From an optimization exercise on the open Yosys and OpenROAD flow, aimed at small area, a short achievable clock period and few clock cycles; shortcuts taken in it are not production practice.
In this exercise RTL edits were held to simulation tests only and were not proved equivalent to the original.
Power and IR drop assume default switching activity.

<file path="flow/design.v">
module cm11a_ctrl (
  input  wire         clk,
  input  wire         rst,
  input  wire         open_ok,
  input  wire         in_valid,
  output wire         in_ready,
  input  wire [1:0]   in_kind,
  input  wire [7:0]   in_op,
  input  wire [7:0]   in_n,
  input  wire [127:0] in_data,
  output reg          tx_valid,
  input  wire         tx_ready,
  output reg  [7:0]   tx_data,
  output reg          hr_valid,
  input  wire         hr_ready,
  output reg  [1:0]   hr_kind,
  output reg  [7:0]   hr_val,
  output reg          ev_valid,
  input  wire         ev_ready,
  output reg  [3:0]   ev_type,
  output reg  [7:0]   ev_a,
  output reg  [7:0]   ev_b,
  output reg  [7:0]   ev_c,
  output wire [7:0]   ev_d
);
  localparam K_RX = 2'd0, K_HOST = 2'd1, K_IOERR = 2'd2, K_TMO = 2'd3;
  localparam OP_TRANSMIT = 8'h01, OP_ADDRESS = 8'h02, OP_LABEL = 8'h03,
             OP_COMMAND  = 8'h04, OP_RING_ON = 8'h05, OP_RING_OFF = 8'h06,
             OP_QUERY    = 8'h07;
  localparam HR_ACCEPT = 2'd0, HR_REJECT = 2'd1, HR_HOLD = 2'd2;
  localparam RJ_RANGE = 8'h10, RJ_NOADDR = 8'h11, RJ_FAULTED = 8'h12,
             RJ_ILLEGAL = 8'h13, RJ_FORM = 8'h14;
  localparam EV_READY = 4'd1, EV_POLL = 4'd2, EV_ADDRESS = 4'd3, EV_COMMAND = 4'd4,
             EV_POWERFAIL = 4'd5, EV_CKOK = 4'd6, EV_CKBAD = 4'd7, EV_RETX = 4'd8,
             EV_TXFAIL = 4'd9, EV_RINGON = 4'd10, EV_RINGOFF = 4'd11,
             EV_QSTATUS = 4'd12, EV_COMPLETE = 4'd13, EV_FAULT = 4'd14;
  localparam RES_OK = 8'd0, RES_STATUS = 8'd1, RES_ERR = 8'd2;
  localparam F_TRANSPORT = 8'h01, F_POLL_LEN = 8'h04, F_TIMEOUT = 8'h05;
  localparam L_UNREADY = 2'd0, L_READY = 2'd1, L_TX = 2'd2;
  localparam B_STATUS = 2'd0, B_RING = 2'd1, B_DONE = 2'd2, B_FAILED = 2'd3;
  localparam X_NONE = 2'd0, X_STATUS = 2'd1, X_CKSUM = 2'd2, X_POLL = 2'd3;
  localparam Q_PLAIN = 2'd0, Q_ADDR = 2'd1, Q_RON = 2'd2, Q_ROFF = 2'd3;
  localparam C_NONE = 2'd0, C_OK = 2'd1, C_RON = 2'd2, C_ROFF = 2'd3;
  localparam T_IDLE = 4'd0, T_RING = 4'd1, T_CPL = 4'd2, T_STCPL = 4'd3,
             T_RETX = 4'd4, T_TXFAIL = 4'd5, T_POLL = 4'd6, T_FB = 4'd7,
             T_FO = 4'd8;
  function integer cap;
    input integer p;
    begin
      cap = (p == 7) ? 2 : 8 - p;
    end
  endfunction
  function integer off;
    input integer p;
    integer i;
    begin
      off = 0;
      for (i = 0; i < p; i = i + 1) off = off + cap(i);
    end
  endfunction
  localparam PAYB = 37;    
  function [3:0] code_n;
    input [3:0] x;
    begin
      case (x)
        4'd1:  code_n = 4'h6;  4'd2:  code_n = 4'hE;  4'd3:  code_n = 4'h2;  4'd4:  code_n = 4'hA;
        4'd5:  code_n = 4'h1;  4'd6:  code_n = 4'h9;  4'd7:  code_n = 4'h5;  4'd8:  code_n = 4'hD;
        4'd9:  code_n = 4'h7;  4'd10: code_n = 4'hF;  4'd11: code_n = 4'h3;  4'd12: code_n = 4'hB;
        4'd13: code_n = 4'h0;  4'd14: code_n = 4'h8;  4'd15: code_n = 4'h4;  default: code_n = 4'hC;
      endcase
    end
  endfunction
  function pair_ok;
    input [7:0] c;
    input [7:0] u;
    begin
      pair_ok = ((c >= 8'h41 && c <= 8'h50) || (c >= 8'h61 && c <= 8'h70)) &&
                (u >= 8'd1 && u <= 8'd16);
    end
  endfunction
  reg         boot_pend;
  reg         boot_ok;
  reg [7:0]   fault;
  reg [1:0]   boot;
  reg [1:0]   lstate;
  reg [1:0]   retry;
  reg         hold;
  reg [7:0]   opseq;
  reg [7:0]   last_addr;
  reg         last_addr_ok;
  reg [3:0]   nops;              
  reg [3:0]   qfree;             
  reg [1:0]   qk   [0:7];
  reg [7:0]   qid  [0:7];
  reg [2:0]   qlm  [0:7];        
  reg [8*PAYB-1:0] qpay;
  reg         hdoom;             
  reg  [2:0]  hsub;              
  reg [1:0]   exp_kind;
  reg         faulted;           
  reg         cnt13;             
  reg         cntl;              
  reg         own0, sav_own0;    
  reg [3:0]   exp_cnt;
  reg [7:0]   exp_owner;
  reg [7:0]   exp_b7;
  reg [1:0]   sav_kind;
  reg [3:0]   sav_cnt;
  reg [7:0]   sav_owner;
  reg [7:0]   sav_b7;
  reg [3:0]   poll_len;
  reg [7:0]   poll_mask;
  reg [7:0]   poll_rep [0:7];
  reg         cp_valid;
  reg [1:0]   cp_kind;
  reg [7:0]   cp_id;
  reg [3:0]   et;                
  reg         et_busy;           
  reg         et_fo;             
  reg [2:0]   pidx;
  reg         tx_act;            
  reg [2:0]   ti;                
  reg [7:0]   ck_acc;            
  reg [7:0]   fl_c, fl_r;        
  reg        txs_valid;
  reg [7:0]  txs_data;
  reg        hrs_valid;
  reg [1:0]  hrs_kind;
  reg [7:0]  hrs_val;
  reg        evs_valid;
  reg [3:0]  evs_type;
  reg [7:0]  evs_a, evs_b, evs_c;
  reg        ev_d3, evs_d3;
  assign ev_d = {6'd0, ev_d3, ev_d3};
  reg         c_valid;
  reg  [1:0]  c_kind;
  reg         c_illegal;     
  reg         c_form;        
  reg         c_range;       
  reg         c_cmd, c_query, c_addrop, c_push;
  reg  [3:0]  c_k;           
  reg  [8:0]  c_kgt;         
  reg         c_sok;         
  reg  [3:0]  c_inc;         
  reg  [1:0]  c_wkind;       
  reg  [2:0]  c_wlm;         
  reg  [63:0] c_data;        
  reg         c_r55, c_r5a, c_ra5, c_rother;
  reg         c_lenbad;      
  reg         c_host;        
  reg         c_kh;          
  reg         rdy0;          
  integer i;
  wire busy_tx = tx_act;
  wire busy_ev = et_busy;
  wire accept  = c_valid && rdy0 && (!busy_tx || c_kh) && (!busy_ev || c_host);
  assign in_ready = !c_valid || accept;
  reg [7:0]  k_need;
  reg        n_bad;
  reg        labels_bad;
  reg [63:0] codes;
  always @(*) begin
    case (in_op)
      OP_TRANSMIT: k_need = in_n;
      OP_ADDRESS:  k_need = in_n;
      OP_LABEL:    k_need = {1'b0, in_n[7:1]};
      OP_QUERY:    k_need = 8'd0;
      default:     k_need = 8'd1;
    endcase
    case (in_op)
      OP_TRANSMIT: n_bad = 1'b0;
      OP_ADDRESS:  n_bad = (in_n == 8'd0);
      OP_LABEL:    n_bad = (in_n == 8'd0) || in_n[0];
      OP_COMMAND:  n_bad = (in_n != 8'd1);
      default:     n_bad = (in_n != 8'd0);
    endcase
    labels_bad = 1'b0;
    for (i = 0; i < 8; i = i + 1) begin
      if (i < in_n[7:1] && !pair_ok(in_data[16*i +: 8], in_data[16*i+8 +: 8]))
        labels_bad = 1'b1;
      codes[8*i +: 8] = {code_n(in_data[16*i +: 4]), code_n(in_data[16*i+8 +: 4])};
    end
  end
  always @(posedge clk) begin
    if (rst) c_valid <= 1'b0;
    else if (in_ready) c_valid <= in_valid;
  end
  always @(posedge clk) begin
    if (rst) rdy0 <= 1'b0;
    else     rdy0 <= !(tx_valid && !tx_ready) && !(hr_valid && !hr_ready) &&
                     !(ev_valid && !ev_ready);
  end
  always @(posedge clk) begin
    if (in_ready) begin
      c_kind    <= in_kind;
      c_illegal <= (in_op == 8'd0 || in_op > OP_QUERY);
      c_form    <= n_bad || k_need > 8'd8;
      c_range   <= (in_op == OP_LABEL && labels_bad) ||
                   (in_op == OP_COMMAND && in_data[7:0] > 8'd15);
      c_cmd     <= (in_op == OP_COMMAND);
      c_query   <= (in_op == OP_QUERY);
      c_addrop  <= (in_op == OP_ADDRESS || in_op == OP_LABEL);
      c_push    <= (in_op == OP_TRANSMIT) ? (in_n != 8'd0)
                                          : (in_op >= OP_ADDRESS && in_op <= OP_RING_OFF);
      c_k       <= k_need[3:0];
      for (i = 0; i < 9; i = i + 1) c_kgt[i] <= (k_need > i);
      c_sok     <= !(in_op == 8'd0 || in_op > OP_QUERY) && !(n_bad || k_need > 8'd8) &&
                   !((in_op == OP_LABEL && labels_bad) ||
                     (in_op == OP_COMMAND && in_data[7:0] > 8'd15));
      c_inc     <= (in_op == OP_ADDRESS || in_op == OP_LABEL) ? k_need[3:0] : 4'd1;
      case (in_op)
        OP_ADDRESS, OP_LABEL: c_wkind <= Q_ADDR;
        OP_RING_ON:           c_wkind <= Q_RON;
        OP_RING_OFF:          c_wkind <= Q_ROFF;
        default:              c_wkind <= Q_PLAIN;
      endcase
      case (in_op)
        OP_TRANSMIT, OP_ADDRESS, OP_LABEL: c_wlm <= k_need[2:0] - 3'd1;
        OP_COMMAND:                        c_wlm <= 3'd1;
        default:                           c_wlm <= 3'd0;
      endcase
      if (in_kind == K_HOST && in_op == OP_LABEL)
        c_data <= codes;
      else if (in_kind == K_HOST && in_op == OP_COMMAND)
        c_data <= {48'd0, 4'd0, in_data[3:0], 8'h06};
      else if (in_kind == K_HOST && in_op == OP_RING_ON)
        c_data <= {56'd0, 8'hEB};
      else if (in_kind == K_HOST && in_op == OP_RING_OFF)
        c_data <= {56'd0, 8'hDB};
      else
        c_data <= in_data[63:0];
      c_r55     <= (in_data[7:0] == 8'h55);
      c_r5a     <= (in_data[7:0] == 8'h5A);
      c_ra5     <= (in_data[7:0] == 8'hA5);
      c_rother  <= (in_data[7:0] != 8'h55) && (in_data[7:0] != 8'h5A) &&
                   (in_data[7:0] != 8'hA5);
      c_lenbad  <= (in_data[7:0] < 8'd2) || (in_data[7:0] > 8'd9);
      c_host    <= (in_kind == K_HOST && in_op != OP_QUERY);
      c_kh      <= (in_kind == K_HOST);
    end
  end
  wire [7:0] rxb = c_data[7:0];
  wire F       = faulted;
  wire itm     = !boot_pend;                
  wire k_host  = (c_kind == K_HOST) && itm;
  wire rx_ok   = (c_kind == K_RX) && !F && itm;
  wire r55     = rx_ok && c_r55;
  wire r5a     = rx_ok && c_r5a;
  wire ra5     = rx_ok && c_ra5;
  wire rxo     = rx_ok && c_rother;
  wire e_none  = (exp_kind == X_NONE);
  wire s_none  = (sav_kind == X_NONE);
  wire xs      = rxo && (exp_kind == X_STATUS);
  wire xs_end  = xs && cnt13;
  wire xs_b    = xs_end && own0;            
  wire xs_q    = xs_end && !own0;           
  wire xc      = rxo && (exp_kind == X_CKSUM);
  wire ck_eq   = (rxb == ck_acc);
  wire c_ok    = xc && ck_eq;
  wire c_bad   = xc && !ck_eq;
  wire c_retry = c_bad && (retry != 2'd3);
  wire c_fail  = c_bad && (retry == 2'd3);
  wire xp      = rxo && (exp_kind == X_POLL);
  wire p0      = xp && (exp_cnt == 4'd0);
  wire p_lbad  = p0 && c_lenbad;
  wire p_len   = p0 && !c_lenbad;
  wire p_mask  = xp && (exp_cnt == 4'd1);
  wire p_rep   = xp && (exp_cnt[3:1] != 3'd0);
  wire p_res   = p_rep && cntl;
  wire f_io    = (c_kind == K_IOERR) && !F && itm;
  wire f_tmo   = (c_kind == K_TMO) && !F && itm && (!e_none || cp_valid);
  wire flt_b   = boot_pend && !boot_ok;
  wire flt     = boot_pend ? !boot_ok : (f_io || f_tmo || p_lbad);
  wire [7:0] f_cause = f_tmo ? F_TIMEOUT : p_lbad ? F_POLL_LEN : F_TRANSPORT;
  wire qfull   = c_kgt[qfree];
  wire qnz     = !qfree[3];                   
  wire q2      = (qfree <= 4'd6);             
  wire qok     = (lstate == L_READY) && e_none && s_none && !cp_valid;
  wire h_pass  = !F && boot[1] && c_sok && !(c_cmd && !last_addr_ok) && !qfull;
  wire h_acc   = k_host && h_pass && !(c_query && !qok);
  wire h_query = h_acc && c_query;
  wire h_try   = h_acc && !c_query;
  wire h_push  = h_acc && c_push;
  reg  [1:0] o_hr_kind;
  reg  [7:0] o_hr_val;
  always @(*) begin
    o_hr_kind = HR_REJECT;
    o_hr_val  = 8'd0;
    if (F)                               o_hr_val  = RJ_FAULTED;
    else if (!boot[1])                   o_hr_kind = HR_HOLD;
    else if (c_illegal)                  o_hr_val  = RJ_ILLEGAL;
    else if (c_form)                     o_hr_val  = RJ_FORM;
    else if (c_range)                    o_hr_val  = RJ_RANGE;
    else if (c_cmd && !last_addr_ok)     o_hr_val  = RJ_NOADDR;
    else if (qfull || (c_query && !qok)) o_hr_kind = HR_HOLD;
    else begin
      o_hr_kind = HR_ACCEPT;
      o_hr_val  = opseq;
    end
  end
  wire        h_addr  = (qk[0] == Q_ADDR);
  wire        h_last  = (hsub == qlm[0]);           
  wire        q_push  = h_push || xs_b;
  wire        pop     = c_ok || c_fail;
  wire        pop_sub = h_addr && !h_last;
  wire        q_sub   = pop && pop_sub;
  wire        q_shift = pop && !pop_sub;
  wire        w_host  = (c_kind == K_HOST);
  wire [1:0]  w_kind  = w_host ? c_wkind : Q_RON;
  wire [7:0]  w_id    = w_host ? opseq : 8'd0;
  wire [2:0]  w_lm    = w_host ? c_wlm : 3'd0;
  wire [63:0] w_pay   = !w_host ? {56'd0, 8'hEB} :
                        c_cmd   ? {c_data[63:16], last_addr[7:4], c_data[11:0]} : c_data;
  wire [2:0]  k_last     = c_k[2:0] - 3'd1;
  wire [7:0]  final_addr = c_data[8*k_last +: 8];
  wire [7:0]  next_opseq = (opseq == 8'd255) ? 8'd1 : opseq + 8'd1;
  wire [3:0]  qf_push = qfree - c_inc;
  wire [3:0]  qf_dec  = qfree - 4'd1;
  wire [3:0]  qf_inc  = qfree + 4'd1;
  wire n_ready   = r55 || xs_b || c_bad || (lstate == L_READY);
  wire l_rdy     = (lstate == L_READY);
  wire idle3     = e_none && s_none && !cp_valid;
  wire hs        = hold && s_none;
  wire rel       = (xs_q || c_ok || c_fail || p_res) && hs;
  wire cand      = (h_try && l_rdy && (qnz || c_push)) ||
                   (r55 && qnz) ||
                   xs_b ||
                   (xs_q && hs && l_rdy && qnz) ||
                   (c_ok && hs && l_rdy && q2) ||
                   (c_retry && qnz) ||
                   (c_fail && hs && q2) ||
                   (p_res && hs && l_rdy && qnz);
  wire start     = (h_try && l_rdy && (qnz || c_push) && idle3) ||
                   (r55 && qnz && e_none && s_none) ||
                   (xs_b && s_none && !cp_valid) ||
                   (xs_q && hs && l_rdy && qnz && !cp_valid) ||
                   (c_retry && qnz && s_none && !cp_valid) ||
                   (c_fail && hs && q2 && !cp_valid) ||
                   (p_res && hs && l_rdy && qnz && !cp_valid);
  wire n_hold    = start ? 1'b0 : cand ? 1'b1 : rel ? 1'b0 : hold;
  wire        s_fail   = xc && (retry == 2'd3);
  wire        s_next   = s_fail && !pop_sub;        
  wire        s_new    = !s_fail && (nops == 4'd0);
  wire [1:0]  s_kind   = s_next ? qk[1] : s_new ? w_kind : qk[0];
  wire [7:0]  s_b0     = s_next ? qpay[8*8 +: 8] : s_new ? w_pay[7:0] : qpay[7:0];
  wire [2:0]  s_lm     = s_next ? qlm[1] : s_new ? w_lm : qlm[0];
  wire [2:0]  s_sub    = (s_next || s_new) ? 3'd0 : s_fail ? hsub + 3'd1 : hsub;
  wire        s_addr   = (s_kind == Q_ADDR);
  wire [7:0]  s_first  = s_addr ? 8'h04 : s_b0;
  reg        o_tx;
  reg [7:0]  o_tx_data;
  always @(*) begin
    o_tx = 1'b1;
    if (start)                               o_tx_data = s_first;
    else if (boot_pend || h_query)           o_tx_data = 8'h8B;
    else if (r5a)                            o_tx_data = 8'hC3;
    else if (ra5)                            o_tx_data = 8'h9B;
    else if (c_ok)                           o_tx_data = 8'h00;
    else begin                               o_tx_data = 8'h00; o_tx = 1'b0; end
    if (boot_pend && !boot_ok) o_tx = 1'b0;
  end
  wire [7:0] first_rep = (poll_len == 4'd2) ? rxb : poll_rep[0];
  reg        o_ev;
  reg [3:0]  o_ev_type;
  reg [7:0]  o_ev_a, o_ev_b;
  always @(*) begin
    o_ev = 1'b1; o_ev_a = 8'd0; o_ev_b = 8'd0;
    if (flt) begin
      o_ev_type = EV_FAULT; o_ev_a = boot_pend ? F_TRANSPORT : f_cause;
    end else if (r55)   o_ev_type = EV_READY;
    else if (r5a)       o_ev_type = EV_POLL;
    else if (ra5)       o_ev_type = EV_POWERFAIL;
    else if (xs_end) begin
      o_ev_type = EV_QSTATUS; o_ev_a = exp_b7;
    end else if (xc) begin
      o_ev_type = ck_eq ? EV_CKOK : EV_CKBAD; o_ev_a = ck_acc; o_ev_b = ck_eq ? 8'd0 : rxb;
    end else if (p_res) begin
      o_ev_type = poll_mask[0] ? EV_COMMAND : EV_ADDRESS; o_ev_a = first_rep;
    end else begin
      o_ev_type = 4'd0; o_ev = 1'b0;
    end
  end
  wire o_hr = k_host && !boot_pend;
  reg        own_ok;
  reg [7:0]  owner;
  always @(*) begin
    case ((exp_kind == X_POLL) ? sav_kind : exp_kind)
      X_STATUS: begin own_ok = 1'b1; owner = (exp_kind == X_POLL) ? sav_owner : exp_owner; end
      X_CKSUM:  begin own_ok = 1'b1; owner = qid[0]; end
      default:  begin own_ok = cp_valid; owner = cp_id; end
    endcase
  end
  wire fb = !boot[1];      
  reg [3:0]  n_et;
  reg        n_et_fo;
  always @(*) begin
    n_et = T_IDLE; n_et_fo = 1'b0;
    if (flt) begin
      if (fb) begin
        n_et = T_FB; n_et_fo = own_ok && owner != 8'd0;
      end else if (own_ok) n_et = T_FO;
    end else if (r55 && cp_valid) begin
      case (cp_kind)
        C_RON, C_ROFF: n_et = T_RING;
        C_OK:          n_et = T_CPL;
        default:       n_et = T_IDLE;
      endcase
    end else if (xs_q)    n_et = T_STCPL;
    else if (c_retry)     n_et = T_RETX;
    else if (c_fail)      n_et = T_TXFAIL;
    else if (p_res && poll_len != 4'd2) n_et = T_POLL;
  end
  reg [3:0]  t_type;
  reg [7:0]  t_a, t_b, t_c, t_d;
  reg [3:0]  t_next;
  reg        t_next_fo;
  always @(*) begin
    t_type = EV_COMPLETE; t_a = 8'd0; t_b = RES_OK; t_c = 8'd0; t_d = 8'd0;
    t_next = T_IDLE; t_next_fo = 1'b0;
    case (et)
      T_RING: begin
        t_type = (cp_kind == C_RON) ? EV_RINGON : EV_RINGOFF;
        t_next = T_CPL;
      end
      T_CPL: begin
        t_a = cp_id;
      end
      T_STCPL: begin
        t_a = exp_owner; t_b = RES_STATUS; t_c = exp_b7;
      end
      T_RETX: begin
        t_type = EV_RETX; t_a = {6'd0, retry}; t_b = 8'd0;
      end
      T_TXFAIL: begin
        t_type = EV_TXFAIL; t_a = fl_c; t_b = fl_r; t_c = cp_id; t_d = 8'd3;
      end
      T_POLL: begin
        t_type = poll_mask[pidx] ? EV_COMMAND : EV_ADDRESS;
        t_a    = poll_rep[pidx];
        t_b    = 8'd0;
        if (pidx + 3'd2 != poll_len[2:0]) t_next = T_POLL;
      end
      T_FB: begin
        t_b = RES_ERR; t_c = fault;
        if (et_fo) t_next = T_FO;
      end
      default: begin  
        t_a = owner; t_b = RES_ERR; t_c = fault;
      end
    endcase
  end
  wire core_go = boot_pend || accept;
  wire tx_go   = busy_tx && !txs_valid;
  wire et_go   = busy_ev && !evs_valid;
  wire [7:0] tail_byte = qpay[8*ti +: 8];
  wire       c_tx      = core_go && o_tx;
  wire       c_ev      = core_go && o_ev;
  wire       w_tx      = c_tx || tx_go;
  wire [7:0] w_tx_data = c_tx ? o_tx_data : tail_byte;
  wire       w_hr      = accept && o_hr;
  wire       w_ev      = c_ev || et_go;
  wire [3:0] w_ev_type = c_ev ? o_ev_type : t_type;
  wire [7:0] w_ev_a    = c_ev ? o_ev_a : t_a;
  wire [7:0] w_ev_b    = c_ev ? o_ev_b : t_b;
  wire [7:0] w_ev_c    = c_ev ? 8'd0 : t_c;
  wire       w_ev_d3   = !c_ev && t_d[0];
  always @(posedge clk) begin
    if (rst) begin
      tx_valid  <= 1'b0;
      txs_valid <= 1'b0;
    end else if (!tx_valid || tx_ready) begin
      tx_valid  <= txs_valid || w_tx;
      txs_valid <= 1'b0;
    end else if (!txs_valid) begin
      txs_valid <= w_tx;
    end
  end
  always @(posedge clk) begin
    if (!tx_valid || tx_ready) tx_data <= txs_valid ? txs_data : w_tx_data;
    else if (!txs_valid)       txs_data <= w_tx_data;
  end
  always @(posedge clk) begin
    if (rst) begin
      hr_valid  <= 1'b0;
      hrs_valid <= 1'b0;
    end else if (!hr_valid || hr_ready) begin
      hr_valid  <= hrs_valid || w_hr;
      hrs_valid <= 1'b0;
    end else if (!hrs_valid) begin
      hrs_valid <= w_hr;
    end
  end
  always @(posedge clk) begin
    if (!hr_valid || hr_ready) begin
      hr_kind <= hrs_valid ? hrs_kind : o_hr_kind;
      hr_val  <= hrs_valid ? hrs_val : o_hr_val;
    end else if (!hrs_valid) begin
      hrs_kind <= o_hr_kind;
      hrs_val  <= o_hr_val;
    end
  end
  always @(posedge clk) begin
    if (rst) begin
      ev_valid  <= 1'b0;
      evs_valid <= 1'b0;
    end else if (!ev_valid || ev_ready) begin
      ev_valid  <= evs_valid || w_ev;
      evs_valid <= 1'b0;
    end else if (!evs_valid) begin
      evs_valid <= w_ev;
    end
  end
  always @(posedge clk) begin
    if (!ev_valid || ev_ready) begin
      ev_type <= evs_valid ? evs_type : w_ev_type;
      ev_a    <= evs_valid ? evs_a : w_ev_a;
      ev_b    <= evs_valid ? evs_b : w_ev_b;
      ev_c    <= evs_valid ? evs_c : w_ev_c;
      ev_d3   <= evs_valid ? evs_d3 : w_ev_d3;
    end else if (!evs_valid) begin
      evs_type <= w_ev_type;
      evs_a    <= w_ev_a;
      evs_b    <= w_ev_b;
      evs_c    <= w_ev_c;
      evs_d3   <= w_ev_d3;
    end
  end
  always @(posedge clk) begin
    if (rst) begin
      boot_pend    <= 1'b1;
      boot_ok      <= open_ok;
      fault        <= 8'd0;
      faulted      <= 1'b0;
      cnt13        <= 1'b0;
      own0         <= 1'b1;
      boot         <= B_STATUS;
      lstate       <= L_UNREADY;
      retry        <= 2'd0;
      hold         <= 1'b0;
      opseq        <= 8'd1;
      last_addr_ok <= 1'b0;
      nops         <= 4'd0;
      qfree        <= 4'd8;
      exp_kind     <= open_ok ? X_STATUS : X_NONE;
      exp_cnt      <= 4'd0;
      exp_owner    <= 8'd0;
      sav_kind     <= X_NONE;
      cp_valid     <= 1'b0;
      et           <= T_IDLE;
      et_busy      <= 1'b0;
      et_fo        <= 1'b0;
      tx_act       <= 1'b0;
    end else begin
      if (tx_go && (h_addr || ti == qlm[0])) tx_act <= 1'b0;
      if (et_go) begin
        et      <= t_next;
        et_busy <= (t_next != T_IDLE);
        et_fo   <= t_next_fo;
      end
      if (core_go) begin
        boot_pend <= 1'b0;
        if (flt) fault <= boot_pend ? F_TRANSPORT : f_cause;
        if (flt) faulted <= 1'b1;
        if (flt && fb)                                              boot <= B_FAILED;
        else if (c_fail && qid[0] == 8'd0)                          boot <= B_FAILED;
        else if (xs_b)                                              boot <= B_RING;
        else if (r55 && cp_valid && cp_kind == C_RON && cp_id == 8'd0) boot <= B_DONE;
        lstate <= start ? L_TX : n_ready ? L_READY : lstate;
        if (c_ok || c_fail) retry <= 2'd0;
        else if (c_retry)   retry <= retry + 2'd1;
        hold <= n_hold;
        if (h_acc) opseq <= next_opseq;
        if (h_acc && c_addrop) last_addr_ok <= 1'b1;
        if (q_push)  nops <= nops + 4'd1;
        if (q_shift) nops <= nops - 4'd1;
        if (h_push)    qfree <= qf_push;
        else if (xs_b) qfree <= qf_dec;
        else if (pop)  qfree <= qf_inc;
        exp_kind <= start ? X_CKSUM :
                    (r5a ? X_POLL : h_query ? X_STATUS : (xs_end || xc) ? X_NONE :
                     p_res ? sav_kind : exp_kind);
        if (start || r5a || h_query) exp_cnt <= 4'd0;
        else if (p_res)              exp_cnt <= sav_cnt;
        else if (xs || p_rep)        exp_cnt <= exp_cnt + 4'd1;
        else if (p_len)              exp_cnt <= 4'd1;
        else if (p_mask)             exp_cnt <= 4'd2;
        if (start || r5a || h_query) cnt13 <= 1'b0;
        else if (p_res)              cnt13 <= (sav_cnt == 4'd13);
        else if (xs || p_rep)        cnt13 <= (exp_cnt == 4'd12);
        else if (p_len || p_mask)    cnt13 <= 1'b0;
        if (h_query)                 exp_owner <= opseq;
        else if (p_res)              exp_owner <= sav_owner;
        if (h_query)                 own0 <= 1'b0;
        else if (p_res)              own0 <= sav_own0;
        if (r5a && exp_kind != X_POLL) sav_kind <= exp_kind;
        else if (p_res)                sav_kind <= X_NONE;
        if (r55)       cp_valid <= 1'b0;
        else if (c_ok) cp_valid <= 1'b1;
        if (n_et != T_IDLE) begin
          et      <= n_et;
          et_busy <= 1'b1;
          et_fo   <= n_et_fo;
        end
        if (start) tx_act <= s_addr || (s_lm != 3'd0);
      end
    end
  end
  always @(posedge clk) begin
    if (tx_go) begin
      ck_acc <= ck_acc + tail_byte;
      ti     <= ti + 3'd1;
    end
    if (et_go) pidx <= pidx + 3'd1;
    if (core_go) begin
      if (h_acc && c_addrop) last_addr <= final_addr;
      if (p_res) exp_b7 <= sav_b7;
      if (r5a && exp_kind != X_POLL) begin
        sav_cnt   <= exp_cnt;
        sav_owner <= exp_owner;
        sav_own0  <= own0;
        sav_b7    <= exp_b7;
      end
      if (p_len)  poll_len <= rxb[3:0];
      if (p_mask)      cntl <= (poll_len == 4'd2);
      else if (p_rep)  cntl <= (exp_cnt + 4'd1 == poll_len);
      if (p_mask) poll_mask <= rxb;
      if (c_ok) begin
        cp_id <= qid[0];
        case (qk[0])
          Q_ADDR:  cp_kind <= (h_last && !hdoom) ? C_OK : C_NONE;
          Q_RON:   cp_kind <= C_RON;
          Q_ROFF:  cp_kind <= C_ROFF;
          default: cp_kind <= C_OK;
        endcase
      end
      if (c_fail) begin
        cp_id <= qid[0];
        fl_c  <= ck_acc;
        fl_r  <= rxb;
      end
      if (n_et != T_IDLE) pidx <= 3'd1;
      if (start) begin
        ck_acc <= s_first;
        ti     <= s_addr ? s_sub : 3'd1;
      end
      if (q_sub) hsub <= hsub + 3'd1;
      if (c_fail && pop_sub) hdoom <= 1'b1;
    end
    if (exp_kind == X_STATUS && exp_cnt == 4'd7) exp_b7 <= rxb;
    if (exp_kind == X_POLL && exp_cnt[3:1] != 3'd0) poll_rep[exp_cnt[2:0] - 3'd2] <= rxb;
    if (nops == 4'd0 || (core_go && q_shift)) begin
      hsub  <= 3'd0;
      hdoom <= 1'b0;
    end
  end
  wire q_shift_go = accept && q_shift;
  genvar p, b;
  generate
    for (p = 0; p < 8; p = p + 1) begin : slot
      wire ld   = (nops <= p) || q_shift_go;
      wire from = (nops > p) && (p < 7);
      always @(posedge clk) begin
        if (ld) begin
          if (from) begin
            qk[p]  <= qk[(p+1)%8];
            qid[p] <= qid[(p+1)%8];
            qlm[p] <= qlm[(p+1)%8];
          end else begin
            qk[p]  <= w_kind;
            qid[p] <= w_id;
            qlm[p] <= w_lm;
          end
        end
      end
      for (b = 0; b < cap(p); b = b + 1) begin : byte_
        always @(posedge clk) begin
          if (ld) begin
            if (from && b < cap(p + 1))
              qpay[8*(off(p)+b) +: 8] <= qpay[8*(off(p+1)+b) +: 8];
            else
              qpay[8*(off(p)+b) +: 8] <= w_pay[8*b +: 8];
          end
        end
      end
    end
  endgenerate
endmodule
</file>
<file path="flow/flow/run.sh">
#!/bin/bash
# The standard layout, with the port buffers made from buf_2 cells instead of
# the cell buffer_ports picks by default (a slow clkdlybuf4s50_1). Every input
# and output port still gets its own buffer.
set -e
export BUFFER_PORTS_ARGS="-buffer_cell sky130_fd_sc_hd__buf_2"
bash standard.sh finish > standard_flow.log 2>&1
</file>
<file path="flow/standard.sh">
#!/bin/bash
# synth_recipe.tcl (not shown) runs the flow's synth.tcl, then flattens the netlist and writes it again
# the make line also repeats each setting of config.mk as NAME=value (left out here)
make -C /OpenROAD-flow-scripts/flow DESIGN_CONFIG=/design/flow/config.mk WORK_HOME=/design/flow/orfs CLKGATE_MAP_FILE= SYNTH_SCRIPT=/design/flow/synth_recipe.tcl "${@:-finish}"
</file>
<file path="flow/config.mk">
export PLATFORM = sky130hd
export DESIGN_NAME = cm11a_ctrl
export DESIGN_NICKNAME = cm11a_ctrl
export VERILOG_FILES = /design/flow/design.v
export SDC_FILE = /design/flow/constraint.sdc
export NUM_CORES = 4
export LEC_CHECK = 0
export CAP_MARGIN = 20
export CORE_MARGIN = 2
export CORE_UTILIZATION = 40
export CTS_CLUSTER_DIAMETER = 80
export CTS_CLUSTER_SIZE = 20
export PLACE_DENSITY = 0.6
export SETUP_SLACK_MARGIN = 4.8
export SLEW_MARGIN = 20
export TNS_END_PERCENT = 100
</file>
<file path="flow/constraint.sdc">
create_clock -name core_clock -period 8.0 [get_ports {clk}]
set_input_delay 1.6000 -clock core_clock [delete_from_list [all_inputs] [get_ports {clk}]]
set_output_delay 1.6000 -clock core_clock [all_outputs]
set_load 0.01 [all_outputs]
</file>
==> run summary, run 1 <==
The initial cell density of the core came out at 0.4050. Detailed placement ended at an HPWL of 66,610 um. The remaining max-slew budget at the tightest pin is 0.2770. Together, buffers and inverters on the worst path number 1. OpenSTA, run right after detailed placement, puts the worst setup slack at 3438 ps. The total iterations of the first detailed-routing run came out at 5. The max-slew violation count came out at 0. The via total after detailed routing is 25,527.

The total overflow left after global routing is 0. The horizontal die dimension is 309.1 um. The mapped netlist covers 37,230 um^2. The post-synthesis cell type count is 99. The worst setup path category is reg2out. The average vias per placed instance is 5.523. The number of routed nets with antenna violations is 0. The synthesized-area fraction occupied by xor and xnor cells is 0.02235. By area, the combinational part of the netlist is dominated by simple AND/OR/NAND/NOR gates. The count of state elements after synthesis came out at 812. The TritonCTS buffer count came out at 47.

The cell count after synthesis is 3,162. The remaining design rule violation count is 0. The final total negative setup slack is 0 ps. Dividing the synthesized area by the synthesized cell count gives 11.77 um^2. The number of buffers on the longest clock path is 3. The area of the die is 95,540 um^2.

The antenna diode instance count is 0. The hold violation total from the final report was 0. The number of global-route vias before repair was 24,228. The die height is 309.1 um. The cell count after placement is 4,463. Of the synthesized area, sequential elements account for 0.6342. The count of cells in the finished layout, fillers not included, comes to 4,622.

The fraction of final layout cells sized beyond drive strength 1 is 0.1767. For this run, the total global-route usage over all layers was measured as 0.2077. For the pin with the worst max-slew slack, the measured transition is 1076 ps.

The floorplan step defined a core boundary enclosing 91,940 um^2. The total wire length came out at 100,600 um. The average wire length per cell after detail routing is 21.77 um. TritonCTS built the clock tree. The upper clock frequency limit came out at 0.2984 GHz. The compound-cell area share of the yosys netlist is 0.1223. The clock tree synthesis step divided the H-tree into 2 levels. On the critical path, the stage with the largest delay is an instance of or3_4.

Setup repair after global routing could not meet its margin everywhere. The CTS clock-pin slew for the worst setup and hold paths is 90 ps. CTS saw 812 sinks.

The total of warnings raised by yosys came out at 6. The count of standard-cell rows is 111. The simple-gate share of the synthesized area is 0.1258. The layout has 8,488 filler cells. Power comes to 8369 uW. The total setup violations reported at the end of the flow came out at 0.

Power spread over the standard cell area amounts to 198.6 nW/um^2. Of the total synthesized cell area, the portion taken by full adders, half adders and majority gates is 0.01048. The max-cap check violation count is 0. The class of the tightest hold or removal check is reg2reg.

The worst hold slack across all endpoints came out at 464.1 ps. For this run, the leading register cell type out of synthesis is edfxtp_1. The final net count came out at 3,524. The critical path goes through nor2b_4 > or3_4 > nand2_8 > buf_6.

The share of flip-flops with an asynchronous set or reset after synthesis came out at 0. STA classifies the critical path startpoint as a flip-flop. The number of enable flip-flop cells after synthesis is 735. The leakage component of the power is 0.01555 uW. The count of buffers from port buffering came out at 200. The final RePlAce weighted congestion came out at 0.9045. The top-level port count is 211. Along the worst path, the maximum fanout reaches 2. After synthesis, the share of cell area in mux cells is 0.05172. The worst voltage drop across the vdd grid is 0.1521 mV. In this run the clock root is driven by a clkbuf_16. The biggest cell delay along the critical path came out at 400 ps. The initial antenna violation count came out at 2. The final setup slack of the worst path came out at 4649 ps. The flow ran to the end and the layout has no timing, DRC or antenna violations. The top cell types in the final layout, fill and taps aside, are edfxtp_1 (735), nand2_1 (517), o21ai_0 (439), buf_2 (196), nor2_1 (125).

STA classifies the critical path endpoint as an output port. The worst path needs 3351 ps of the cycle, external delays included. Clock latency on the worst-skew pair, taken at its later pin, is 650 ps. The worst path arrival time came out at 1750 ps. The most frequent standard cell in the layout excluding fill and tap cells is edfxtp_1. The global-route wire length before repair is 150,100 um.

The growth of design area from synthesis to finish came out at 13.19%. The starting DRC count in detailed routing is 2,558. In this design, the largest share of critical-path delay is due to simple AND/OR/NAND/NOR gates. In the finished design, the share of the clock period the worst path needs comes to 0.4189. For the worst setup path, the data required time is 6400 ps. The largest net degree at the start of global routing is 109. The hold-fix buffer count after cts is 0. The clock tree skew after final layout came out at 32.00 ps.
==> cell type report <==
type / instances / area (um^2) / area share
Sequential cell: 812 / 23640 / 0.5608
Clock inverter: 7 / 83.83 / 0.001989
Inverter: 116 / 439.2 / 0.01042
Clock buffer: 80 / 1310 / 0.03108
Tap cell: 1243 / 1555 / 0.03690
Multi-Input combinational cell: 2057 / 13170 / 0.3125
Timing Repair Buffer: 307 / 1952 / 0.04632
==> metal layers <==
metal	global-route usage	part of all wire
met5	0	0
met3	0.03659	0.064
met4	0.09201	0.045
met2	0.3356	0.47
met1	0.2746	0.42
==> power by group <==
group / internal (uW) / leakage (uW) / switching (uW) / total (uW)
Sequential: 4850 / 0.00853 / 117 / 4960
Clock: 1140 / 0.000665 / 1410 / 2550
Combinational: 340 / 0.00635 / 516 / 856
Total: 6330 / 0.0156 / 2040 / 8370
==> state kept, by name (all words and copies together), names as in the netlist, 9 cells and up <==
register,flops
qpay,296
c_data,64
poll_rep,64
qid,64
qlm,24
qk,16
c_kgt,9
==> worst register-to-register path: cells and delay by family, from the launching register on <==
kind	cells	cell delay (ps)
compound gates	4	800
xor+xnor	2	350
fa+ha+maj	1	190
buf+inv	2	270
flops	1	370
mux	2	880
simple gates	2	150
==> worst paths after layout <==
path	slack, ps	start	cells after the start	endpoint
max	4650	et_busy	4	in_ready
min	460	lstate[0]	2	lstate[0]
max reg2reg	4880	ti[0]	13	ck_acc[7]
min reg2reg	460	lstate[0]	2	lstate[0]
==> cell usage after synthesis, drive strengths merged (36+ instances only) <==
master	n	area share
xnor2	48	0.011
nor4	37	0.0080
clkbuf	158	0.016
nand3	91	0.012
nand2	535	0.054
nor2	135	0.014
xor2	47	0.011
inv	116	0.012
nor3	43	0.0059
mux4	44	0.027
edfxtp	735	0.59
o21ai	458	0.062
a21oi	101	0.014
mux2	51	0.015
mux2i	36	0.0097
dfxtp	77	0.041
==> kinds of logic after synthesis <==
| kind of cell | Yosys count |
|---|---|
| adders and majority gates | 30 |
| AOI/OAI and AO/OA | 770 |
| other | 1 |
| DFF | 812 |
| buffers and inverters | 306 |
| muxes | 131 |
| xor gates and xnor gates | 95 |
| and+or+nand+nor | 1017 |
==> timing repair <==
| action | 4_1_cts | 5_1_grt |
|---|---|---|
| gates cloned | 8 | 0 |
| setup endpoints to repair | 598 | 370 |
| resized for setup | 83 | 70 |
| pin swaps | 18 | 22 |
| setup buffers | 42 | 22 |
==> metrics by stage <==
stage               instance area [um^2]  utilization
floorplan                          37360            -
global placement                   39490       0.4296
detailed placement                 39500       0.4296
CTS                                41720       0.4538
global route                       42140       0.4584
finish                             42140       0.4584
Testbench counts, summed over its fixed seeds: cycles 5,576.
==> run 2, diff against run 1 <==
--- a/flow/config.mk
+++ b/flow/config.mk
@@ -8,8 +8,8 @@
 export CAP_MARGIN = 20
 export CORE_MARGIN = 2
 export CORE_UTILIZATION = 40
-export CTS_CLUSTER_DIAMETER = 80
-export CTS_CLUSTER_SIZE = 20
+export CTS_CLUSTER_DIAMETER = 90
+export CTS_CLUSTER_SIZE = 24
 export PLACE_DENSITY = 0.6
 export SETUP_SLACK_MARGIN = 4.8
 export SLEW_MARGIN = 20
==> run 2 against run 1 <==
  * Worst hold slack better by 5.0 ps
  * Via count up 0.22%
  * Core utilization down 0.079 points
  * Clock-buffer cell count down 20
  * Wire length up 0.56%
  * Clock skew down 1.0 ps
  * Combinational power about the same
  * Synthesized cell count unchanged
  * Global-route usage up 0.064 points
  * Worst setup slack better by 43 ps
  * Fmax up 1.3%
  * Sequential power about the same
  * Critical endpoint is now c_sok
  * Largest cell class unchanged
==> run summary, run 2 <==
The flow ran to the end and the layout has no timing, DRC or antenna violations. The worst setup path is launched from an input port. The library cells used most frequently in the layout, excluding fill and tap cells, are edfxtp_1 (735), nand2_1 (517), o21ai_0 (447), buf_2 (195), nor2_1 (125). The startpoint of the worst setup timing path is in_op[5]. The share of the yosys chip area belonging to registers is 0.6342 (unchanged). After synthesis, the largest family of logic cells by area is simple AND/OR/NAND/NOR gates. STA classifies the critical path endpoint as a flip-flop. The H-tree depth is 2 (unchanged).

The arithmetic-cell share of the synthesized area counting full adders, half adders and majority gates is 0.01048 (unchanged). The total core area came out at 91,940 um^2 (unchanged). The biggest cell delay along the critical path came to 580 ps (+180 ps). The total iterations of the first detailed-routing run is 7 (+2). The max-slew violation count was 0 (unchanged). In this run the critical register-to-register path is launched from c_kind[0]. The total setup violations reported at the end of the flow came out at 0 (unchanged).

The largest net degree at the start of global routing is 109 (unchanged). The area of the die is 95,540 um^2 (unchanged). The final total negative setup slack was 0 ps (unchanged). The number of buffers on the longest clock path came out at 3 (unchanged). The HPWL after detailed placement came out at 66,610 um (unchanged). On the critical path, the stage with the largest delay is an instance of or4_4. The fraction of final layout cells sized beyond drive strength 1 came to 0.1793 (+0.002602). The final setup slack of the worst path came out at 4692 ps (+43.28 ps).

The count of buffers from port buffering was 200 (unchanged). Of all cell types, the one taking the most synthesized area is edfxtp_1. The compound-cell area share of the yosys netlist is 0.1223 (unchanged). The average vias per placed instance came out at 5.547 (+0.44%).

The die height is 309.1 um (unchanged). Counting instances in the post-synthesis netlist gives the leading cell types as edfxtp_1 (735), nand2_1 (535), o21ai_0 (453), clkbuf_1 (157), nor2_1 (134). The average wire length per cell after detail routing came out at 21.94 um (+0.78%). The predominant post-synthesis flop cell is edfxtp_1. The cell sitting at the root of the clock tree is a clkbuf_16. The transition time of the tightest slew-check pin came out at 1088 ps (+11.42 ps).

The CTS clock-pin slew for the worst setup and hold paths is 100 ps (about the same). The remaining design rule violation count came out at 0 (unchanged). The antenna diode instance count came out at 0 (unchanged).

The cell depth of the worst setup path came to 11 (+7). The multiplexer fraction of the synthesized cell area came out at 0.05172 (unchanged). The starting DRC count in detailed routing is 2,570 (+0.47%). The sum of overflow across all layers after global routing is 0 (unchanged).

The final net count is 3,528 (+0.11%). The synthesized area came out at 37,230 um^2 (unchanged). The via total after detailed routing is 25,584 (+0.22%). Yosys instantiated no cell more often than edfxtp_1.

The total of warnings raised by yosys is 6 (unchanged). The depth of the worst register-to-register path is 9 (-4). The cell count after synthesis was 3,162 (unchanged). The hold-critical path depth came out at 2 (unchanged). The power density normalized to cell area is 193.3 nW/um^2 (-2.7%). The clock tree skew after final layout is 30.99 ps (-1.010 ps). The final RePlAce weighted congestion is 0.9045 (unchanged). The global-route wire length before repair is 150,800 um (+0.45%). The source-to-sink clock delay at the later pin of the worst-skew pair is 610 ps (-40 ps). The initial cell density of the core is 0.4050 (unchanged). The maximum fanout count along the critical path is 5 (+3). The clock tree from TritonCTS is yes. The share of the synthesized area in the top cell type came out at 0.5928 (unchanged). The TritonCTS buffer count came out at 40 (-15%). The final design utilization is 0.4576 (-0.0007900). The number of enable flip-flop cells after synthesis is 735 (unchanged). The post-synthesis average cell area came out at 11.77 um^2 (unchanged). The post-synthesis cell type count is 99 (unchanged). The total buffers and inverters traversed by the critical path is 1 (unchanged). The worst path arrival time came out at 3660 ps (+1910 ps). The count of standard-cell rows is 111 (unchanged).

The top-level port count is 211 (unchanged). In this run the worst hold path is classified as reg2reg. The fraction of the cycle the final worst path needs came to 0.4135 (-0.005410). The hold violation total from the final report came out at 0 (unchanged). Ranked by total cell area, the synthesized netlist is headed by edfxtp_1 (59%), o21ai_0 (6.1%), nand2_1 (5.4%). The minimum period implied by the final worst setup slack is 3308 ps (-43.28 ps). The horizontal die dimension came out at 309.1 um (unchanged). The growth of design area from synthesis to finish came out at 13.00%. The upper clock frequency limit is 0.3023 GHz (+1.3%).

The count of state elements after synthesis came to 812 (unchanged). The remaining max-slew budget at the tightest pin is 0.2693 (-0.007672). The worst setup path is of the in2reg kind. The setup slack after placement is 3438 ps (unchanged).

The met1 track demand over resource came out at 0.2786 (+0.004050). The worst voltage drop across the vdd grid is 0.1549 mV (+1.8%). The global routing stage identified its most utilized layer as met2. The flip-flop count of the largest register after layout is 296 (unchanged).

The total wire length is 101,200 um (+0.56%). Setup repair after global routing could not meet its margin everywhere. The synthesized-area fraction occupied by xor and xnor cells is 0.02235 (unchanged). The global routing usage on met3 is 0.03275 (-0.003837). The number of filler cells placed in the layout came out at 8,483 (-0.059%). The register with the highest flop count is qpay. The simple-gate share of the synthesized area came out at 0.1258 (unchanged). The leakage component of the power came out at 0.01549 uW (-0.42%). The startpoint identified for the worst hold timing path is lstate[0].

The kind of cell with the highest combined delay along the critical path is simple AND/OR/NAND/NOR gates. The global-route total usage across every layer came out at 0.2084 (+0.0006410). The share of flip-flops with an asynchronous set or reset after synthesis is 0 (unchanged). Traced cell by cell, the critical path runs through buf_6 > or4_4 > or3_4 > nor2_4 > a22oi_2 > ha_4 > a21oi_2 > o21ai_1 > o211ai_1 > o21bai_4 > nor3_2. Leaving out fill and tap cells, the most frequent cell in the layout is edfxtp_1. The number of global-route vias before repair came out at 24,122 (-0.44%). The number of clock sinks is 812 (unchanged). The global routing met2 resource utilization is 0.3379 (+0.002346).

The number of routed nets with antenna violations came out at 0 (unchanged). The max-cap check violation count is 0 (unchanged). The hold-fix buffer count after cts came out at 0 (unchanged).

The required arrival time at the worst endpoint is 8350 ps (+1950 ps). The initial antenna violation count is 2 (unchanged).
-- run 2: cell types whose count changed in the layout (fill, tap and decap cells not counted), moves of 2 or more --
cell / before / now
buf_4: 90 / 99
buf_6: 12 / 14
buf_8: 3 / 1
clkbuf_1: 32 / 19
clkbuf_16: 47 / 42
clkinv_8: 2 / 0
clkinvlp_4: 1 / 3
inv_6: 0 / 2
nand2_4: 9 / 5
nand2_8: 12 / 17
nor4_1: 28 / 26
o21ai_0: 439 / 447
o21ai_1: 12 / 5
-- run 2: report_power, final --
part	leakage [uW]	switching (uW)	internal (uW)
clock	0.000547	1340	971
combinational	0.00641	515	340
sequential	0.00853	117	4850
total	0.0155	1970	6160
-- run 2: timing repair --
action / in CTS / in global routing
endpoints found under the setup margin: 598 / 503
pin swaps: 19 / 27
buffers inserted: 44 / 28
cloned: 9 / 2
resized for setup: 90 / 57
-- run 2: through the flow --
step / std cells / hold slack (ps) / cell area [um^2] / total power, uW
after detailed placement: 4463 / 449.2 / 39500 / 5860
after global placement: 4463 / 441.0 / 39490 / 5843
after CTS: 4582 / 467.4 / 41510 / 8162
final: 4612 / 469.1 / 42070 / 8131
after global routing: 4612 / 491.7 / 42070 / 8412
after floorplan: 3167 / 406.4 / 37360 / 5511
-- run 2: metal layers --
layer  share of wire  routed length [um]
met2            0.47               47740
met4           0.044                4443
met1            0.42               42460
met3           0.065                6553
met5               0                   0
-- run 2: area by class of cell --
class                      instances  area [um^2]  share of cell area
tap                             1243         1555             0.03697
sequential                       812        23640              0.5618
multi-input combinational       2059        13260              0.3152
timing repair buffer             316         2032             0.04830
clock inverter                     6        52.55            0.001249
clock buffer                      60         1097             0.02608
inverter                         116        439.2             0.01044
-- run 2: path summary, 6_finish.rpt --
path | to | slack [ps]
hold reg to reg | lstate[0] | 470
hold / removal | lstate[0] | 470
setup / recovery | c_sok | 4690
setup reg to reg | tx_data[6] | 4790
-- run 2: logic make-up (layout without fill, tap and decap cells) --
| family | count (synthesis) | count (layout) |
|---|---|---|
| buf+inv | 306 | 498 |
| mux | 131 | 131 |
| flops | 812 | 812 |
| fa+ha+maj | 30 | 30 |
| xor+xnor | 95 | 95 |
| other cells | 1 | 6 |
| compound gates | 770 | 770 |
| simple gates | 1017 | 1027 |
-- run 2: tightest hold or removal path: cells and delay by family, from the launching register on --
family          cells  cell delay (ps)
compound gates      1               50
buf+inv             1               50
flops               1              330
==> run 3, diff against run 2 <==
--- a/flow/config.mk
+++ b/flow/config.mk
@@ -7,10 +7,10 @@
 export LEC_CHECK = 0
 export CAP_MARGIN = 20
 export CORE_MARGIN = 2
-export CORE_UTILIZATION = 40
-export CTS_CLUSTER_DIAMETER = 90
-export CTS_CLUSTER_SIZE = 24
-export PLACE_DENSITY = 0.6
+export CORE_UTILIZATION = 65
+export CTS_CLUSTER_DIAMETER = 80
+export CTS_CLUSTER_SIZE = 20
+export PLACE_DENSITY = 0.75
 export SETUP_SLACK_MARGIN = 4.8
 export SLEW_MARGIN = 20
 export TNS_END_PERCENT = 100
==> run 3 against run 2 <==
  * Critical endpoint is now in_ready
  * Clock power is 8.7% higher
  * Clock-buffer cell count up 21
  * Still clean
  * Worst hold slack better by 3.7 ps
  * Die area is 38% lower
  * Global-route usage rose by 13 points
  * Cell count shrank 10%
  * Sequential power hardly changed
  * First-iteration DRC count up 7.9%
==> run summary, run 3 <==
The flow ran to the end and the layout has no timing, DRC or antenna violations. The global-route total usage across every layer is 0.3367 (+0.1283). The fraction of final layout cells sized beyond drive strength 1 is 0.1782 (-0.001070). The count of buffers from port buffering came out at 200 (unchanged). Leaving out fill and tap cells, the most frequent cells in the layout are edfxtp_1 (735), nand2_1 (517), o21ai_0 (438), buf_2 (197), nor2_1 (124). The final net count came to 3,523 (-0.14%).

The dominant cell type by area after synthesis is edfxtp_1. The fraction of the cycle the final worst path needs was 0.4172 (+0.003671). The hold-fix buffer count after cts came to 0 (unchanged). The cell count after placement is 3,974 (-11%). The total wire length is 100,200 um (-0.98%). The net switching power figure is 1981 uW (+0.44%). The die height is 243.3 um (-21%).

The flip-flop count of the largest register after layout is 296 (unchanged). The sum of overflow across all layers after global routing was 0 (unchanged). The post-synthesis average cell area came out at 11.77 um^2 (unchanged). The internal portion of total power came out at 6353 uW (+3.2%).

The share of the yosys chip area belonging to registers is 0.6342 (unchanged). Sorting the synthesized cells by area gives the leading types as edfxtp_1 (59%), o21ai_0 (6.1%), nand2_1 (5.4%). The cell count after synthesis was 3,162 (unchanged). The growth of design area from synthesis to finish came out at 11.72%.

The clock tree skew after final layout came out at 27.32 ps (-3.663 ps). The clock tree from TritonCTS is yes. The worst hold slack across all endpoints was 472.8 ps (+3.705 ps). The number of global-route vias before repair was 25,565 (+6.0%). The worst path arrival time came out at 1740 ps (-1920 ps). The total buffers and inverters traversed by the critical path came out at 1 (unchanged). The initial cell density of the core was 0.6590 (+0.2541). Setup repair after global routing could not meet its margin everywhere.

The CTS clock-pin slew for the worst setup and hold paths came out at 90 ps (about the same). The post-synthesis cell type count came to 99 (unchanged). The max-slew violation count came to 0 (unchanged).

The leakage component of the power came to 0.01554 uW (+0.34%). CTS placed an instance of clkbuf_16 at the clock tree root. The synthesized area is 37,230 um^2 (unchanged).

The register with the highest flop count is qpay. The horizontal die dimension is 243.3 um (-21%). The upper clock frequency limit is 0.2997 GHz (-0.88%).

The H-tree depth came to 2 (unchanged). The TritonCTS buffer count came out at 46 (+15%). The worst setup path category is reg2out. The number of filler cells placed in the layout is 3,822 (-55%).

The count of state elements after synthesis is 812 (unchanged). The average vias per placed instance is 6.435 (+16%). The minimum period implied by the final worst setup slack was 3337 ps (+29.37 ps).

The required arrival time at the worst endpoint was 6400 ps (-1950 ps). The type of origin of the critical path is a flip-flop. The number of buffers on the longest clock path is 3 (unchanged). The antenna diode instance count came out at 0 (unchanged). The library cell used most frequently in the layout, excluding fill and tap cells, is edfxtp_1. The HPWL after detailed placement is 66,140 um (-0.71%). The remaining max-slew budget at the tightest pin came out at 0.3007 (+0.03132).

The clock power share is 0.301 (+0.017). The total core area is 56,500 um^2 (-39%). The sequential fraction of design power was 0.596 (-0.015). The logic gate share of total power was 0.103 (-0.002). The share of the synthesized area in the top cell type is 0.5928 (unchanged). The total setup violations reported at the end of the flow came to 0 (unchanged).

The initial antenna violation count is 0 (-2). The number of enable flip-flop cells after synthesis came to 735 (unchanged). The source-to-sink clock delay at the later pin of the worst-skew pair is 620 ps (about the same).

The final total negative setup slack is 0 ps (unchanged). Walking the worst path, the cells encountered are nor2b_4 > or3_4 > nand2_8 > buf_6. The share of flip-flops with an asynchronous set or reset after synthesis came out at 0 (unchanged).

The top-level port count came out at 211 (unchanged). The max-cap check violation count is 0 (unchanged). The final design utilization came out at 0.7363 (+0.2787). The average wire length per cell after detail routing came to 24.24 um (+10%).

The library cell contributing the largest single delay on the critical path is or3_4. The hold violation total from the final report was 0 (unchanged). The number of clock sinks came out at 812 (unchanged).

The final standard cell count with taps included and fillers excluded is 4,134 (-10%). By instance count, the leading cell after synthesis is edfxtp_1. The largest net degree at the start of global routing came out at 123 (+13%). In this run the worst hold path is classified as reg2reg. The biggest cell delay along the critical path came to 400 ps (-180 ps). The power density normalized to cell area is 200.3 nW/um^2 (+3.7%).

The number of routed nets with antenna violations is 0 (unchanged). The total of warnings raised by yosys came out at 6 (unchanged). For this run, the leading register cell type out of synthesis is edfxtp_1.

The maximum fanout count along the critical path is 2 (-3). The count of standard-cell rows is 87 (-22%). The area of the die came out at 59,210 um^2 (-38%). The sort of element at the end of the critical path is an output port. The transition time of the tightest slew-check pin is 1049 ps (-38.62 ps).

The starting DRC count in detailed routing came out at 2,772 (+7.9%). The via total after detailed routing is 26,603 (+4.0%). The fraction of power spent switching nets is 0.2377 (-0.004868). The remaining design rule violation count is 0 (unchanged). Sorting the synthesized cells by how often they occur yields edfxtp_1 (735), nand2_1 (535), o21ai_0 (453), clkbuf_1 (157), nor2_1 (134). The global-route wire length before repair is 151,500 um (+0.48%). The worst voltage drop across the vdd grid came out at 0.2231 mV (+44%).

Grouping stages by cell kind, the critical path spends the most delay in simple AND/OR/NAND/NOR gates. The final RePlAce weighted congestion came to 0.9445 (+4.4%). The total iterations of the first detailed-routing run is 8 (+1).
==> run 3: power by group through the flow <==
stage	combinational, uW	sequential [uW]	clock, uW
after floorplan	485	5030	0
after global placement	770	5060	0
after detailed placement	791	5060	0
after CTS	829	4960	2520
after global routing	927	4980	2650
final	859	4970	2510
==> run 3: final cells by class <==
class                   instances  area (um^2)  area share
repair buffers                303         1946     0.04677
clock buffers                  81         1282     0.03083
multi-input cells            2061        13250      0.3186
flip-flops and latches        812        23640      0.5682
well taps                     756        945.9     0.02274
inverters                     116        439.2     0.01056
clock inverters                 5        93.84    0.002256
==> run 3: tightest hold or removal path, delay by kind of cell (launching register included) <==
family | cells | cell delay, ps
flops | 1 | 320
compound gates | 1 | 60
simple gates | 1 | 50
==> run 3: timing repair <==
action                                  4_1_cts  5_1_grt
cloned                                       12        1
buffers inserted                             40       21
endpoints found under the setup margin      602      496
resized for setup                            94       69
pin swaps                                    20       26
==> run 3: final timing paths <==
path / end / slack, ps / from / depth (start not counted)
setup / recovery: in_ready / 4660 / et_busy / 4
hold / removal: lstate[1] / 470 / lstate[1] / 2
setup reg to reg: tx_data[5] / 4780 / c_kind[1] / 7
hold reg to reg: lstate[1] / 470 / lstate[1] / 2
==> run 3: cell families (layout without fill, tap and decap cells) <==
group | count (synthesis) | after routing | share of synthesized area
AND/OR/NAND/NOR | 1017 | 1028 | 0.1258
flip-flops | 812 | 812 | 0.6342
AO/OA/AOI/OAI | 770 | 771 | 0.1223
buffers and inverters | 306 | 505 | 0.03307
multiplexers | 131 | 131 | 0.05172
XOR/XNOR | 95 | 95 | 0.02235
adder cells (fa/ha/maj) | 30 | 30 | 0.01049
other | 1 | 6 | 0.0001007
==> run 3: routing by layer <==
layer  track usage  up-vias  part of all wire
li1              -    12043                 -
met1        0.4303    12960              0.37
met2        0.5648     1305              0.49
met3       0.04307      295             0.075
met4        0.1824        0             0.061
met5             0        -                 0
==> run 3: through the flow <==
stage / power, uW / cell area (um^2) / worst slack (ps)
4_1_cts: 8318 / 41120 / 4650
3_5_place_dp: 5855 / 38850 / 3654
3_3_place_gp: 5829 / 38850 / 3746
6_report: 8334 / 41600 / 4663
2_1_floorplan: 5511 / 37360 / 4219
5_1_grt: 8563 / 41600 / 4615
==> run 4, diff against run 3 <==
--- a/flow/config.mk
+++ b/flow/config.mk
@@ -7,10 +7,10 @@
 export LEC_CHECK = 0
 export CAP_MARGIN = 20
 export CORE_MARGIN = 2
-export CORE_UTILIZATION = 65
+export CORE_UTILIZATION = 55
 export CTS_CLUSTER_DIAMETER = 80
 export CTS_CLUSTER_SIZE = 20
-export PLACE_DENSITY = 0.75
+export PLACE_DENSITY = 0.7
 export SETUP_SLACK_MARGIN = 4.8
 export SLEW_MARGIN = 20
 export TNS_END_PERCENT = 100
==> run 4 against run 3 <==
  * Non-clock buffer count grew 18
  * Worst setup slack lost 50 ps
  * Clock power grew 7%
  * Area after synthesis is the same
  * First-iteration DRC count shrank 3.0%
  * Global-route usage shrank 3.9 points
  * Synthesized cell count is the same
  * Critical endpoint is now c_sok
==> run summary, run 4 <==
The fraction of the cycle the final worst path needs is 0.4234 (+0.006297). The total iterations of the first detailed-routing run was 6 (-2). The largest individual stage delay along the critical path comes from the cell or4_4.

The TritonCTS buffer count is 50 (+8.7%). The transition time of the tightest slew-check pin is 1004 ps (-44.69 ps). The count of state elements after synthesis came out at 812 (unchanged). The number of global-route vias before repair was 25,574 (+0.035%). The net switching power figure is 2106 uW (+6.3%). The number of buffers on the longest clock path is 3 (unchanged). STA classifies the critical path endpoint as a flip-flop.

The wire length on met3 came out at 7663 um (+1.8%). The internal portion of total power is 6424 uW (+1.1%). The logic gate share of total power came out at 0.101 (-0.002). The power density normalized to cell area is 200.4 nW/um^2 (about the same).

The average wire length per cell after detail routing came out at 24.80 um (+2.3%). The area of the die is 69,790 um^2 (+18%). The fraction of power spent switching nets came out at 0.2469 (+0.009219). Leaving out fill and tap cells, the most frequent cell in the layout is edfxtp_1. The final net count is 3,562 (+1.1%). The number of clock sinks came out at 812 (unchanged).

The number of routed nets with antenna violations is 0 (unchanged). The total routed wire length on the met1 layer is 40,480 um (+9.1%). The count of buffers from port buffering is 200 (unchanged).

The final RePlAce weighted congestion came out at 0.9432 (-0.14%). The total buffers and inverters traversed by the critical path is 1 (unchanged). The post-synthesis average cell area is 11.77 um^2 (unchanged). After synthesis, the cell types taking the most area are edfxtp_1 (59%), o21ai_0 (6.1%), nand2_1 (5.4%). The cell count after synthesis came out at 3,162 (unchanged).

The top-level port count is 211 (unchanged). The clock tree skew after final layout came out at 29.29 ps (+1.963 ps). The synthesized area is 37,230 um^2 (unchanged). The top cell types in the final layout, fill and taps aside, are edfxtp_1 (735), nand2_1 (517), o21ai_0 (444), buf_2 (196), nor2_1 (123). The worst voltage drop across the vdd grid came out at 0.1705 mV (-24%). The total of warnings raised by yosys came out at 6 (unchanged). The maximum fanout count along the critical path came to 5 (+3). The uppermost metal layer occupied by signal nets is met4. The cell family contributing the most delay on the critical path is simple AND/OR/NAND/NOR gates. The average vias per placed instance came out at 6.299 (-2.1%). The largest net degree at the start of global routing is 107 (-13%). The clock tree from TritonCTS is yes.

The share of flip-flops with an asynchronous set or reset after synthesis came to 0 (unchanged). The type of origin of the critical path is an input port. The total wire length was 106,500 um (+6.3%). After synthesis, the most frequently instantiated cells are edfxtp_1 (735), nand2_1 (535), o21ai_0 (453), clkbuf_1 (157), nor2_1 (134). The initial antenna violation count is 1 (+1).

The initial cell density of the core came to 0.5554 (-0.1037). The max-cap check violation count was 0 (unchanged). The register with the most flip-flops in the final layout is qpay.

The routed length on met2 was 53,070 um (+7.3%). The flow ran to the end and the layout has no timing, DRC or antenna violations. The max-slew violation count came to 0 (unchanged). The share of the yosys chip area belonging to registers is 0.6342 (unchanged). The setup slack after placement is 3520 ps (-134.6 ps). The total setup violations reported at the end of the flow came out at 0 (unchanged).

The final setup slack of the worst path was 4612 ps (-50.38 ps). The share of the synthesized area in the top cell type came out at 0.5928 (unchanged). The source-to-sink clock delay at the later pin of the worst-skew pair was 640 ps (+20 ps).

The class of the tightest hold or removal check is reg2reg. Setup repair after global routing could not meet its margin everywhere. The sum of overflow across all layers after global routing is 0 (unchanged). The HPWL after detailed placement is 67,850 um (+2.6%). edfxtp_1 is the most common cell in the netlist. The worst hold slack across all endpoints came to 465.6 ps (-7.229 ps). The H-tree depth is 2 (unchanged). The count of standard-cell rows is 95 (+9.2%). The remaining max-slew budget at the tightest pin was 0.3290 (+0.02838). The signal on the critical path passes through buf_6 > or4_4 > nor3_4 > nand2_2 > nor2_4 > a22oi_2 > ha_4 > a21oi_2 > o21ai_1 > o211ai_1 > o21bai_4 > nor3_2.

The starting DRC count in detailed routing came to 2,688 (-3.0%). The total core area came out at 67,040 um^2 (+19%). The biggest cell delay along the critical path is 590 ps (+190 ps). The antenna diode instance count is 0 (unchanged). The CTS clock-pin slew for the worst setup and hold paths came to 80 ps (about the same).

For this run, the leading register cell type out of synthesis is edfxtp_1. The clock power share is 0.314 (+0.013). The via total after detailed routing is 27,049 (+1.7%). The flip-flop count of the largest register after layout is 296 (unchanged). The minimum period implied by the final worst setup slack is 3388 ps (+50.38 ps). The worst setup path category is in2reg. The die height came out at 264.2 um (+8.6%). The leakage component of the power is 0.01583 uW (+1.9%).

The cell sitting at the root of the clock tree is a clkbuf_16. The remaining design rule violation count came out at 0 (unchanged). The sequential fraction of design power is 0.584 (-0.012). The synthesized design spends more area on one cell type than any other, namely edfxtp_1. The number of filler cells placed in the layout is 5,161 (+35%). The global-route total usage across every layer came to 0.2977 (-0.03896).

The number of enable flip-flop cells after synthesis is 735 (unchanged). The required arrival time at the worst endpoint is 8370 ps (+1970 ps). The hold violation total from the final report is 0 (unchanged). The area growth from synthesis to layout is 14.31%.

The post-synthesis cell type count came out at 99 (unchanged). The final total negative setup slack is 0 ps (unchanged). The global-route wire length before repair came out at 157,300 um (+3.8%). The worst path arrival time is 3760 ps (+2020 ps). The fraction of final layout cells sized beyond drive strength 1 came out at 0.1929 (+0.01471). The upper clock frequency limit came out at 0.2952 GHz (-1.5%). The horizontal die dimension is 264.2 um (+8.6%).
run 4: stage by stage:
stage	power [uW]	cells	cell area, um^2	utilization
2_1_floorplan	5511	3167	37360	-
6_report	8530	4294	42560	0.6348
4_1_cts	8536	4261	41870	0.6246
3_3_place_gp	5838	4088	39000	0.5817
3_5_place_dp	5866	4088	39010	0.5819
5_1_grt	8790	4294	42560	0.6348
run 4: power groups by stage:
| stage | logic (uW) | registers, uW | clock network, uW |
|---|---|---|---|
| 2_1_floorplan | 485 | 5030 | 0 |
| 5_1_grt | 929 | 5000 | 2860 |
| 3_3_place_gp | 764 | 5070 | 0 |
| 3_5_place_dp | 785 | 5080 | 0 |
| 4_1_cts | 828 | 4980 | 2730 |
| 6_report | 864 | 4980 | 2680 |
run 4: cell type report:
class                           count  area, um^2  share of cell area
Multi-Input combinational cell   2078       13740              0.3230
Tap cell                          873        1092             0.02567
Sequential cell                   812       23640              0.5554
Clock inverter                     11       131.4            0.003087
Clock buffer                       83        1396             0.03281
Timing Repair Buffer              321        2116             0.04971
Inverter                          116       439.2             0.01032
run 4: final timing paths:
kind / from / to / slack [ps] / depth (start not counted)
min: lstate[1] / lstate[1] / 470 / 2
max reg2reg: c_data[0] / exp_kind[1] / 4860 / 9
min reg2reg: lstate[1] / lstate[1] / 470 / 2
max: in_op[5] / c_sok / 4610 / 12
run 4: layer usage:
layer / up-vias / track usage
li1: 12167 / -
met4: 0 / 0.1345
met5: - / 0
met2: 1300 / 0.5058
met1: 13331 / 0.3813
met3: 251 / 0.04213
run 4: tightest hold or removal path, cell delays in order (launching register included):
cell     delay [ps]
dfxtp_1         320
nand2_1          50
a21oi_1          50
run 4: cell families after synthesis:
group                    synth area share
multiplexers                      0.05172
XOR/XNOR                          0.02235
AND/OR/NAND/NOR                    0.1258
AO/OA/AOI/OAI                      0.1223
other                           0.0001007
buffers and inverters             0.03307
flip-flops                         0.6342
adder cells (fa/ha/maj)           0.01049
run 4: repair_timing:
item                       CTS  global route
pin swaps                   37            34
setup endpoints to repair  599           166
gates cloned                26             4
setup buffers               53            28
gates resized for setup    105            78
hold buffers                 0             0

-- afterwards: timing with drivers on the ports --
No port has a modelled driver above. Below, the same layouts with a new extraction and two added sets of constraints.
Step 1, drivers: a clkbuf_16 drives clk and a buf_2 each remaining input, both assumed.
Step 2, shift: input delay + t, output delay - t, t = (earliest + latest rising clock arrival at the registers) / 2. This alone moves slack from input paths to output paths.
Three values: ideal, step 1, step 2; two values: the first two.
run | t, ns | setup slack, ns | clock arrival spread, ns
run 1 | 0.702 | 4.649 / 4.579 / 4.074 | 0.032 / 0.032
run 2 | 0.657 | 4.692 / 4.627 / 4.064 | 0.031 / 0.031
run 3 | 0.673 | 4.663 / 4.598 / 4.070 | 0.027 / 0.027
run 4 | 0.696 | 4.612 / 4.577 / 3.953 | 0.029 / 0.029
After both steps every run listed still meets setup and hold. The setup slack of run 4, which loses most, moves by -0.035 ns with the drivers and by -0.659 ns with both steps.
